This design comes from an exercise in tuning for small area, a short achievable clock period and few clock cycles on the open sky130 flow, not from production work.
RTL that was checked went through simulation tests only; none was proved equivalent to the original.
Power is estimated from default activity; no workload was simulated.

==> inputs of build 7 <==
Design fdrd_stream, start of the top module:
module fdrd_stream (
    input  wire        clk,
    input  wire        rst,             
    input  wire        start,
    input  wire [11:0] frame_len,
    output wire        start_ready,
    input  wire        in_valid,
    input  wire [7:0]  in_data,
    output wire        in_ready,
    output reg         rec_valid,
    output wire [63:0] rec_ts,
    output wire [7:0]  rec_prio,
    output wire [31:0] rec_lon,
    output wire [31:0] rec_lat,
    output wire [15:0] rec_alt,
    output wire [15:0] rec_angle,
    output wire [7:0]  rec_sats,
    output wire [15:0] rec_speed,
    output wire [15:0] rec_event_io,
    output wire [15:0] rec_total_io,
    output wire [15:0] rec_cnt_1b,
    output wire [15:0] rec_cnt_2b,
    output wire [15:0] rec_cnt_4b,
    output wire [15:0] rec_cnt_8b,
    output wire [15:0] rec_cnt_nx,
    output wire [9:0]  rec_elem_first,
    output wire [10:0] rec_off,
    output wire [10:0] rec_len,
    output reg         elem_valid,
    output wire [15:0] elem_id,
    output wire [2:0]  elem_kind,
    output wire [7:0]  elem_rec,
    output wire [15:0] elem_vlen,
    output wire [10:0] elem_voff,
    output wire [63:0] elem_val,
    output reg         done,
    output reg  [2:0]  result,
    output wire [7:0]  anomaly,
    output wire [15:0] crc_calc,
    output wire [7:0]  ack,
    output wire [7:0]  rec_count,
    output wire [9:0]  elem_count,
    output wire [10:0] err_pos
);
export LEC_CHECK = 0
export CAP_MARGIN = 20
export CORE_ASPECT_RATIO = 0.35
export CORE_MARGIN = 2
export CORE_UTILIZATION = 48
export SLEW_MARGIN = 20
create_clock -name core_clock -period 11.0 [get_ports {clk}]
standard.sh (not shown) runs the stock make flow with config.mk's settings and CLKGATE_MAP_FILE= SYNTH_SCRIPT=/design/flow/synth_recipe.tcl, a recipe that flattens the netlist after the stock synthesis.
==> flow/flow/run.sh <==
#!/bin/bash
# Standard ORFS layout (unchanged synthesis, SDC and clock) with:
#  - timing repair aimed at a larger setup slack margin, so it keeps working
#    below the 11 ns clock;
#  - port buffers of the smallest buffer cell (every port is still buffered);
#  - a clock tree of clkbuf_16 with larger sink clusters and no dummy loads.
set -euo pipefail
CTS="-sink_clustering_enable -repair_clock_nets -sink_clustering_size 26 -sink_clustering_max_diameter 100 -buf_list sky130_fd_sc_hd__clkbuf_16 -dont_use_dummy_load"
bash standard.sh SETUP_SLACK_MARGIN=7.54 \
  "BUFFER_PORTS_ARGS=-buffer_cell sky130_fd_sc_hd__buf_1" \
  "CTS_ARGS=$CTS" finish > make_finish.log 2>&1
==> trial 66: changes against build 7 <==
--- a/flow/design.v
+++ b/flow/design.v
@@ -71,38 +71,24 @@
     endfunction
     reg        idle;          
     reg        inr;           
     reg        st_tk;         
     reg [11:0] rc;            
     reg        tk;            
     reg [7:0]  db;            
     reg        dbz;           
-    reg        lt1, lt2, lt4, lt8, lt26;
     assign start_ready = idle;
     assign in_ready    = inr;
     wire take    = in_valid && inr;
     wire st_take = start && idle;
     wire len_ok  = (frame_len >= 12'd15) && (frame_len <= 12'd2048);
     always @(posedge clk) begin
         db  <= in_data;
         dbz <= (in_data == 8'd0);
-        if (tk) begin
-            lt1  <= (rc < 12'd2);
-            lt2  <= (rc < 12'd3);
-            lt4  <= (rc < 12'd5);
-            lt8  <= (rc < 12'd9);
-            lt26 <= (rc < 12'd27);
-        end else begin
-            lt1  <= (rc < 12'd1);
-            lt2  <= (rc < 12'd2);
-            lt4  <= (rc < 12'd4);
-            lt8  <= (rc < 12'd8);
-            lt26 <= (rc < 12'd26);
-        end
         if (rst) begin
             inr <= 1'b0;
             tk  <= 1'b0;
         end else begin
             tk <= take;
             if (st_take) begin
                 rc  <= frame_len;
                 inr <= len_ok;
@@ -138,16 +124,23 @@
     reg [15:0]  id;
     reg [10:0]  nxlen;
     reg         nxbig;
     reg [10:0]  voff;
     reg [63:0]  acc;
     wire        cdc_ok  = is8 || is8e;
     wire        body    = !rc[11] && rc != 12'd0;
     wire [10:0] pos_inc = pos + 11'd1;
+    wire hz5  = (rc[11:5] == 7'd0);
+    wire hz3  = hz5 && rc[4:3] == 2'd0;
+    wire lt1  = hz3 && rc[2:0] == 3'd0;
+    wire lt2  = hz3 && rc[2:1] == 2'd0;
+    wire lt4  = hz3 && !rc[2];
+    wire lt8  = hz3;
+    wire lt26 = hz5 && !(rc[4] && rc[3] && (rc[2] || rc[1]));
     reg fail;
     always @(*) begin
         fail = 1'b0;
         if (st[S_RH]) begin
             if (is8) begin
                 if (fcnt[4:0] == 5'd28) fail = lt26;
             end else begin
                 case (fcnt[4:0])
==> flow/flow/run.sh (replaced) <==
#!/bin/bash
# Standard ORFS layout (unchanged synthesis, SDC and clock) with:
#  - timing repair aimed at a larger setup slack margin, so it keeps working
#    below the 11 ns clock;
#  - port buffers of the smallest buffer cell (every port is still buffered);
#  - a clock tree of clkbuf_16 with larger sink clusters and no dummy loads.
set -euo pipefail
CTS="-sink_clustering_enable -repair_clock_nets -sink_clustering_size 26 -sink_clustering_max_diameter 100 -buf_list sky130_fd_sc_hd__clkbuf_16 -dont_use_dummy_load"
bash standard.sh SETUP_SLACK_MARGIN=7.5 \
  "BUFFER_PORTS_ARGS=-buffer_cell sky130_fd_sc_hd__buf_1" \
  "CTS_ARGS=$CTS" finish > make_finish.log 2>&1
CORE_ASPECT_RATIO = unset   (was 0.35)
CORE_UTILIZATION = 55   (was 48)
==> summary.txt <==
|  | trial 66 | build 7 |
|---|---|---|
| Status | finished clean | finished clean |
| Power consumed by sequential cells | 2.29 mW | 2.30 mW |
| Placed Area | 24,000 sq um | 24,100 sq um |
| Met3 layer usage reported by global route | 0.0547 | 0.0422 |
| Worst hold-check slack | 0.425 ns | 0.430 ns |
| Signal buf overhead | 0.0892 | 0.0859 |
| WL met1 | 23,000 um | 23,000 um |
| Syn Inst Count | 1,522 | 1,539 |
| Total setup buffers inserted after CTS | 4 | 7 |
| Design internal power | 2.74 mW | 2.75 mW |
| Met2 wire length | 27,200 um | 24,200 um |
| Average size of a mapped cell | 14.3 sq um | 14.2 sq um |
| Number of clock sinks seen by CTS | 543 | 548 |
| Switching part of the total | 0.222 | 0.222 |
Testbench counts of build 7, summed over its fixed seeds: cycles 92,202.
Only the layout flow was run in trial 66; the RTL was not checked for function there.

========
==> exp/juniper <==
fdrd_stream, a different RTL version from the one above (not shown whole).
==> flow/design.v (excerpt) <==
module fdrd_stream (
    input  wire        clk,
    input  wire        rst,             
    input  wire        start,
    input  wire [11:0] frame_len,
    output wire        start_ready,
    input  wire        in_valid,
    input  wire [7:0]  in_data,
    output wire        in_ready,
    output reg         rec_valid,
    output wire [63:0] rec_ts,
    output wire [7:0]  rec_prio,
    output wire [31:0] rec_lon,
    output wire [31:0] rec_lat,
    output wire [15:0] rec_alt,
    output wire [15:0] rec_angle,
    output wire [7:0]  rec_sats,
    output wire [15:0] rec_speed,
    output wire [15:0] rec_event_io,
    output wire [15:0] rec_total_io,
    output wire [15:0] rec_cnt_1b,
    output wire [15:0] rec_cnt_2b,
    output wire [15:0] rec_cnt_4b,
    output wire [15:0] rec_cnt_8b,
    output wire [15:0] rec_cnt_nx,
    output wire [9:0]  rec_elem_first,
    output wire [10:0] rec_off,
    output wire [10:0] rec_len,
    output reg         elem_valid,
    output wire [15:0] elem_id,
    output wire [2:0]  elem_kind,
    output wire [7:0]  elem_rec,
    output wire [15:0] elem_vlen,
    output wire [10:0] elem_voff,
    output wire [63:0] elem_val,
    output reg         done,
    output reg  [2:0]  result,
    output wire [7:0]  anomaly,
    output wire [15:0] crc_calc,
    output wire [7:0]  ack,
    output wire [7:0]  rec_count,
    output wire [9:0]  elem_count,
    output wire [10:0] err_pos
);
clock: 11.0 ns
lec_check: 0
cap_margin: 20
core_aspect_ratio: 0.35
core_margin: 2
core_utilization: 55
slew_margin: 20
==> flow/flow/run.sh <==
#!/bin/bash
# Standard ORFS layout (unchanged synthesis, SDC and clock) with:
#  - timing repair aimed at a larger setup slack margin, so it keeps working
#    below the 11 ns clock;
#  - port buffers of the smallest buffer cell (every port is still buffered);
#  - a clock tree of clkbuf_16 with larger sink clusters and no dummy loads.
set -euo pipefail
CTS="-sink_clustering_enable -repair_clock_nets -sink_clustering_size 26 -sink_clustering_max_diameter 100 -buf_list sky130_fd_sc_hd__clkbuf_16 -dont_use_dummy_load"
bash standard.sh SETUP_SLACK_MARGIN=7.5 \
  "BUFFER_PORTS_ARGS=-buffer_cell sky130_fd_sc_hd__buf_1" \
  "CTS_ARGS=$CTS" finish > make_finish.log 2>&1
==> exp/delta: changes against exp/juniper <==
--- a/flow/design.v
+++ b/flow/design.v
@@ -77,17 +77,16 @@
     reg [7:0]  db;            
     reg        dbz;           
     reg        lt1, lt2, lt4, lt8, lt26;
     assign start_ready = idle;
     assign in_ready    = inr;
     wire take    = in_valid && inr;
     wire st_take = start && idle;
     wire len_ok  = (frame_len >= 12'd15) && (frame_len <= 12'd2048);
-    wire last_take = take && (tk ? rc == 12'hFFD : rc == 12'hFFC);
     always @(posedge clk) begin
         db  <= in_data;
         dbz <= (in_data == 8'd0);
         if (tk) begin
             lt1  <= (rc < 12'd2);
             lt2  <= (rc < 12'd3);
             lt4  <= (rc < 12'd5);
             lt8  <= (rc < 12'd9);
@@ -105,17 +104,17 @@
         end else begin
             tk <= take;
             if (st_take) begin
                 rc  <= frame_len;
                 inr <= len_ok;
             end else begin
                 if (st_tk)   rc <= rc - 12'd5;
                 else if (tk) rc <= rc - 12'd1;
-                if (last_take) inr <= 1'b0;
+                if (take && (tk ? rc == 12'hFFD : rc == 12'hFFC)) inr <= 1'b0;
             end
         end
     end
     reg [10:0]  st;
     reg [10:0]  pos;          
     reg [10:0]  fcnt;
     reg [2:0]   grp;          
     reg [9:0]   grem;         
@@ -171,19 +170,17 @@
     end
     wire        rh_last  = is8 ? (fcnt[4:0] == 5'd3) : (fcnt[4:0] == 5'd1);
     wire        last_rec = lr;
     wire        cnt_zero = !gbig && grem[9:8] == 2'd0 && dbz;
     wire        last_el  = gl1;
     wire        nxl_zero = !nxbig && nxlen[10:8] == 3'd0 && dbz;
     wire [7:0]  rec_idx_n = rec_idx + {7'd0, rec_valid};
     wire [3:0]  hp       = pos[3:0];              
-    wire        crc_fin  = crc_ok && !(tk && rc == 12'hFFD && db != crc[15:8])
-                           && (in_data == crc[7:0]);
-    wire        ok_now   = cdc_ok && crc_fin && !f_mal;
+    wire        ok_now   = cdc_ok && crc_ok && (db == crc[7:0]) && !f_mal;
     wire        hdr_end = st[S_HDR] && hp == 4'd9;
     wire        isv     = st[S_V0] || st[S_V];
     wire        v_last  = (fcnt == 11'd1);
     wire        do_fail = fail;
     wire        do_elem = !fail && ((st[S_NXL1] && nxl_zero) || (isv && v_last));
     wire        do_rec  = !fail && ((st[S_RH] && rh_last && is8)
                                  || (st[S_CNT1] && cnt_zero && grp[2])
                                  || (do_elem && last_el && grp[2]));
@@ -265,16 +262,37 @@
                 f_n1n2  <= (db != n1);
                 f_n2rec <= (db != rec_idx_n);
             end
             if ((rc == 12'hFFF || rc == 12'hFFE) && !dbz) begin
                 f_rhi  <= 1'b1;
                 crc_ok <= 1'b0;
             end
             if (rc == 12'hFFD && db != crc[15:8]) crc_ok <= 1'b0;
+            if (rc == 12'hFFC) begin
+                done <= 1'b1;
+                idle <= 1'b1;
+                if (!cdc_ok)
+                    result <= R_CODEC;
+                else if (!crc_ok || db != crc[7:0])
+                    result <= R_CRC;
+                else if (f_mal)
+                    result <= R_MALFORMED;
+                else
+                    result <= R_OK;
+                if (!ok_now) begin
+                    n1       <= 8'd0;
+                    rec_idx  <= 8'd0;
+                    elem_idx <= 10'd0;
+                    f_trunc  <= 1'b0;
+                    f_n2rec  <= 1'b0;
+                    f_slack  <= 1'b0;
+                end
+                if (!(cdc_ok && crc_ok && db == crc[7:0] && f_mal)) roff <= 11'd0;
+            end
             if (body && (st[S_END] || (do_fail && is8))) f_slack <= 1'b1;
             if (do_fail) begin
                 if (is8) f_trunc <= 1'b1;
                 else     f_mal   <= 1'b1;
             end
             if ((st[S_RH] && fcnt[4:0] == 5'd28) || (do_fail && !is8)) roff <= pos;
             if (st[S_RH] && fcnt[4:0] == 5'd28) efirst <= elem_idx;
             if (grp_adv) begin
@@ -304,37 +322,16 @@
             if (do_elem) begin
                 elem_valid <= 1'b1;
                 elem_idx   <= elem_idx + 10'd1;
                 grem       <= grem - 10'd1;
                 gl1        <= !gbig && grem == 10'd2;
             end
             if (do_rec) rec_valid <= 1'b1;
         end
-        if (last_take) begin
-            done <= 1'b1;
-            idle <= 1'b1;
-            if (!cdc_ok)
-                result <= R_CODEC;
-            else if (!crc_fin)
-                result <= R_CRC;
-            else if (f_mal)
-                result <= R_MALFORMED;
-            else
-                result <= R_OK;
-            if (!ok_now) begin
-                n1       <= 8'd0;
-                rec_idx  <= 8'd0;
-                elem_idx <= 10'd0;
-                f_trunc  <= 1'b0;
-                f_n2rec  <= 1'b0;
-                f_slack  <= 1'b0;
-            end
-            if (!(cdc_ok && crc_fin && f_mal)) roff <= 11'd0;
-        end
         if (rst) begin
             idle  <= 1'b1;
             st_tk <= 1'b0;
         end
     end
     wire rh     = tk && st[S_RH];
     wire sr1_en = rh && fcnt[4:0] > 5'd4;
     wire sr2_en = rh && (is8 || fcnt[4:0] <= 5'd4);
==> flow/flow/run.sh (replaced) <==
#!/bin/bash
# Standard ORFS layout (unchanged synthesis, SDC and clock) with:
#  - timing repair aimed at a larger setup slack margin, so it keeps working
#    below the 11 ns clock;
#  - port buffers of the smallest buffer cell (every port is still buffered);
#  - a clock tree of clkbuf_16 with larger sink clusters and no dummy loads.
set -euo pipefail
CTS="-sink_clustering_enable -repair_clock_nets -sink_clustering_size 26 -sink_clustering_max_diameter 100 -buf_list sky130_fd_sc_hd__clkbuf_16 -dont_use_dummy_load"
bash standard.sh SETUP_SLACK_MARGIN=7.55 \
  "BUFFER_PORTS_ARGS=-buffer_cell sky130_fd_sc_hd__buf_1" \
  "CTS_ARGS=$CTS" finish > make_finish.log 2>&1
CORE_ASPECT_RATIO = unset   (was 0.35)
CORE_UTILIZATION = 70   (was 55)
PLACE_DENSITY = 0.8   (was unset)
==> exp/zinc: changes against exp/juniper <==
--- a/flow/design.v
+++ b/flow/design.v
@@ -77,17 +77,16 @@
     reg [7:0]  db;            
     reg        dbz;           
     reg        lt1, lt2, lt4, lt8, lt26;
     assign start_ready = idle;
     assign in_ready    = inr;
     wire take    = in_valid && inr;
     wire st_take = start && idle;
     wire len_ok  = (frame_len >= 12'd15) && (frame_len <= 12'd2048);
-    wire last_take = take && (tk ? rc == 12'hFFD : rc == 12'hFFC);
     always @(posedge clk) begin
         db  <= in_data;
         dbz <= (in_data == 8'd0);
         if (tk) begin
             lt1  <= (rc < 12'd2);
             lt2  <= (rc < 12'd3);
             lt4  <= (rc < 12'd5);
             lt8  <= (rc < 12'd9);
@@ -105,17 +104,17 @@
         end else begin
             tk <= take;
             if (st_take) begin
                 rc  <= frame_len;
                 inr <= len_ok;
             end else begin
                 if (st_tk)   rc <= rc - 12'd5;
                 else if (tk) rc <= rc - 12'd1;
-                if (last_take) inr <= 1'b0;
+                if (take && (tk ? rc == 12'hFFD : rc == 12'hFFC)) inr <= 1'b0;
             end
         end
     end
     reg [10:0]  st;
     reg [10:0]  pos;          
     reg [10:0]  fcnt;
     reg [2:0]   grp;          
     reg [9:0]   grem;         
@@ -171,19 +170,17 @@
     end
     wire        rh_last  = is8 ? (fcnt[4:0] == 5'd3) : (fcnt[4:0] == 5'd1);
     wire        last_rec = lr;
     wire        cnt_zero = !gbig && grem[9:8] == 2'd0 && dbz;
     wire        last_el  = gl1;
     wire        nxl_zero = !nxbig && nxlen[10:8] == 3'd0 && dbz;
     wire [7:0]  rec_idx_n = rec_idx + {7'd0, rec_valid};
     wire [3:0]  hp       = pos[3:0];              
-    wire        crc_fin  = crc_ok && !(tk && rc == 12'hFFD && db != crc[15:8])
-                           && (in_data == crc[7:0]);
-    wire        ok_now   = cdc_ok && crc_fin && !f_mal;
+    wire        ok_now   = cdc_ok && crc_ok && (db == crc[7:0]) && !f_mal;
     wire        hdr_end = st[S_HDR] && hp == 4'd9;
     wire        isv     = st[S_V0] || st[S_V];
     wire        v_last  = (fcnt == 11'd1);
     wire        do_fail = fail;
     wire        do_elem = !fail && ((st[S_NXL1] && nxl_zero) || (isv && v_last));
     wire        do_rec  = !fail && ((st[S_RH] && rh_last && is8)
                                  || (st[S_CNT1] && cnt_zero && grp[2])
                                  || (do_elem && last_el && grp[2]));
@@ -265,16 +262,37 @@
                 f_n1n2  <= (db != n1);
                 f_n2rec <= (db != rec_idx_n);
             end
             if ((rc == 12'hFFF || rc == 12'hFFE) && !dbz) begin
                 f_rhi  <= 1'b1;
                 crc_ok <= 1'b0;
             end
             if (rc == 12'hFFD && db != crc[15:8]) crc_ok <= 1'b0;
+            if (rc == 12'hFFC) begin
+                done <= 1'b1;
+                idle <= 1'b1;
+                if (!cdc_ok)
+                    result <= R_CODEC;
+                else if (!crc_ok || db != crc[7:0])
+                    result <= R_CRC;
+                else if (f_mal)
+                    result <= R_MALFORMED;
+                else
+                    result <= R_OK;
+                if (!ok_now) begin
+                    n1       <= 8'd0;
+                    rec_idx  <= 8'd0;
+                    elem_idx <= 10'd0;
+                    f_trunc  <= 1'b0;
+                    f_n2rec  <= 1'b0;
+                    f_slack  <= 1'b0;
+                end
+                if (!(cdc_ok && crc_ok && db == crc[7:0] && f_mal)) roff <= 11'd0;
+            end
             if (body && (st[S_END] || (do_fail && is8))) f_slack <= 1'b1;
             if (do_fail) begin
                 if (is8) f_trunc <= 1'b1;
                 else     f_mal   <= 1'b1;
             end
             if ((st[S_RH] && fcnt[4:0] == 5'd28) || (do_fail && !is8)) roff <= pos;
             if (st[S_RH] && fcnt[4:0] == 5'd28) efirst <= elem_idx;
             if (grp_adv) begin
@@ -304,37 +322,16 @@
             if (do_elem) begin
                 elem_valid <= 1'b1;
                 elem_idx   <= elem_idx + 10'd1;
                 grem       <= grem - 10'd1;
                 gl1        <= !gbig && grem == 10'd2;
             end
             if (do_rec) rec_valid <= 1'b1;
         end
-        if (last_take) begin
-            done <= 1'b1;
-            idle <= 1'b1;
-            if (!cdc_ok)
-                result <= R_CODEC;
-            else if (!crc_fin)
-                result <= R_CRC;
-            else if (f_mal)
-                result <= R_MALFORMED;
-            else
-                result <= R_OK;
-            if (!ok_now) begin
-                n1       <= 8'd0;
-                rec_idx  <= 8'd0;
-                elem_idx <= 10'd0;
-                f_trunc  <= 1'b0;
-                f_n2rec  <= 1'b0;
-                f_slack  <= 1'b0;
-            end
-            if (!(cdc_ok && crc_fin && f_mal)) roff <= 11'd0;
-        end
         if (rst) begin
             idle  <= 1'b1;
             st_tk <= 1'b0;
         end
     end
     wire rh     = tk && st[S_RH];
     wire sr1_en = rh && fcnt[4:0] > 5'd4;
     wire sr2_en = rh && (is8 || fcnt[4:0] <= 5'd4);
==> flow/flow/run.sh (replaced) <==
#!/bin/bash
# Standard ORFS layout (unchanged synthesis, SDC and clock) with:
#  - timing repair aimed at a larger setup slack margin, so it keeps working
#    below the 11 ns clock;
#  - port buffers of the smallest buffer cell (every port is still buffered);
#  - a clock tree of clkbuf_16 with larger sink clusters and no dummy loads.
set -euo pipefail
CTS="-sink_clustering_enable -repair_clock_nets -sink_clustering_size 26 -sink_clustering_max_diameter 100 -buf_list sky130_fd_sc_hd__clkbuf_16 -dont_use_dummy_load"
bash standard.sh SETUP_SLACK_MARGIN=7.62 \
  "BUFFER_PORTS_ARGS=-buffer_cell sky130_fd_sc_hd__buf_1" \
  "CTS_ARGS=$CTS" finish > make_finish.log 2>&1
CORE_UTILIZATION = 48   (was 55)
==> summary.md <==
| Metric | Value |
|---|---|
| Commonest non-fill, non-tap cell in the layout | edfxtp_1 |
| Period minus WS final | 3.38 ns |
| Global Route Usage Sum | 20.7% |
| Status | finished clean |
| Worst Tran Pin Value | 1.18 ns |
| First-pass GRT wire length | 74900 um |
| Sequential Power Share | 64.9% |
| Setup bufs post-CTS | 30 |
| Met3 Resource Use GR | 4.51% |
| Initial antenna violation count | 1 |
-- figures above: exp/zinc

==> summary.md <==
| Metric | Value |
|---|---|
| Met3 Resource Use GR | 7.19% |
| Initial antenna violation count | 3 |
| Worst Tran Pin Value | 1.12 ns |
| Status | finished clean |
| Setup bufs post-CTS | 9 |
| Sequential Power Share | 65.7% |
| Global Route Usage Sum | 32.1% |
-- figures above: exp/delta

==> summary.md <==
| Metric | Value |
|---|---|
| Status | finished clean |
| First-pass GRT wire length | 76100 um |
| Commonest non-fill, non-tap cell in the layout | buf_1 |
| Met3 Resource Use GR | 4.06% |
| Global Route Usage Sum | 24.4% |
| Setup bufs post-CTS | 2 |
| Worst Tran Pin Value | 1.03 ns |
| Period minus WS final | 3.44 ns |
-- figures above: exp/juniper

Testbench counts of exp/delta, summed over its fixed seeds: cycles 92,202.
Testbench counts of exp/zinc, summed over its fixed seeds: cycles 92,202.
The RTL of exp/juniper was laid out without a check of its function.

static timing again, ports no longer ideal:
No port has a modelled driver above. Below, the same layouts with a new extraction and two added sets of constraints. Step 1 (the two cells are an assumption about what drives the block):
set clk [get_ports {clk}]
set_driving_cell -lib_cell sky130_fd_sc_hd__clkbuf_16 $clk
set_driving_cell -lib_cell sky130_fd_sc_hd__buf_2 [delete_from_list [all_inputs] $clk]
Step 2 adds t to the input delays and takes it off the output delays; t is the mean of the earliest and latest rising clock arrival at the registers after step 1. Input paths then give back, and output paths get back, about the clock's delay inside the block. Slacks: ideal ports / drivers / drivers and shift; pairs: ideal ports / drivers.
run	t (ns)	setup WS [ns]	cell pins on the clock port's net
build 7	0.614	7.593 / 7.533 / 7.285	1
trial 66	0.621	7.453 / 7.397 / 7.216	1
exp/juniper	0.608	7.564 / 7.501 / 7.064	1
exp/delta	0.603	7.454 / 7.400 / 7.318	1
exp/zinc	0.605	7.624 / 7.567 / 7.222	1
After both steps every run listed still meets setup and hold. The setup slack of exp/juniper, which loses most, moves by -0.063 ns with the drivers and by -0.500 ns with both steps.
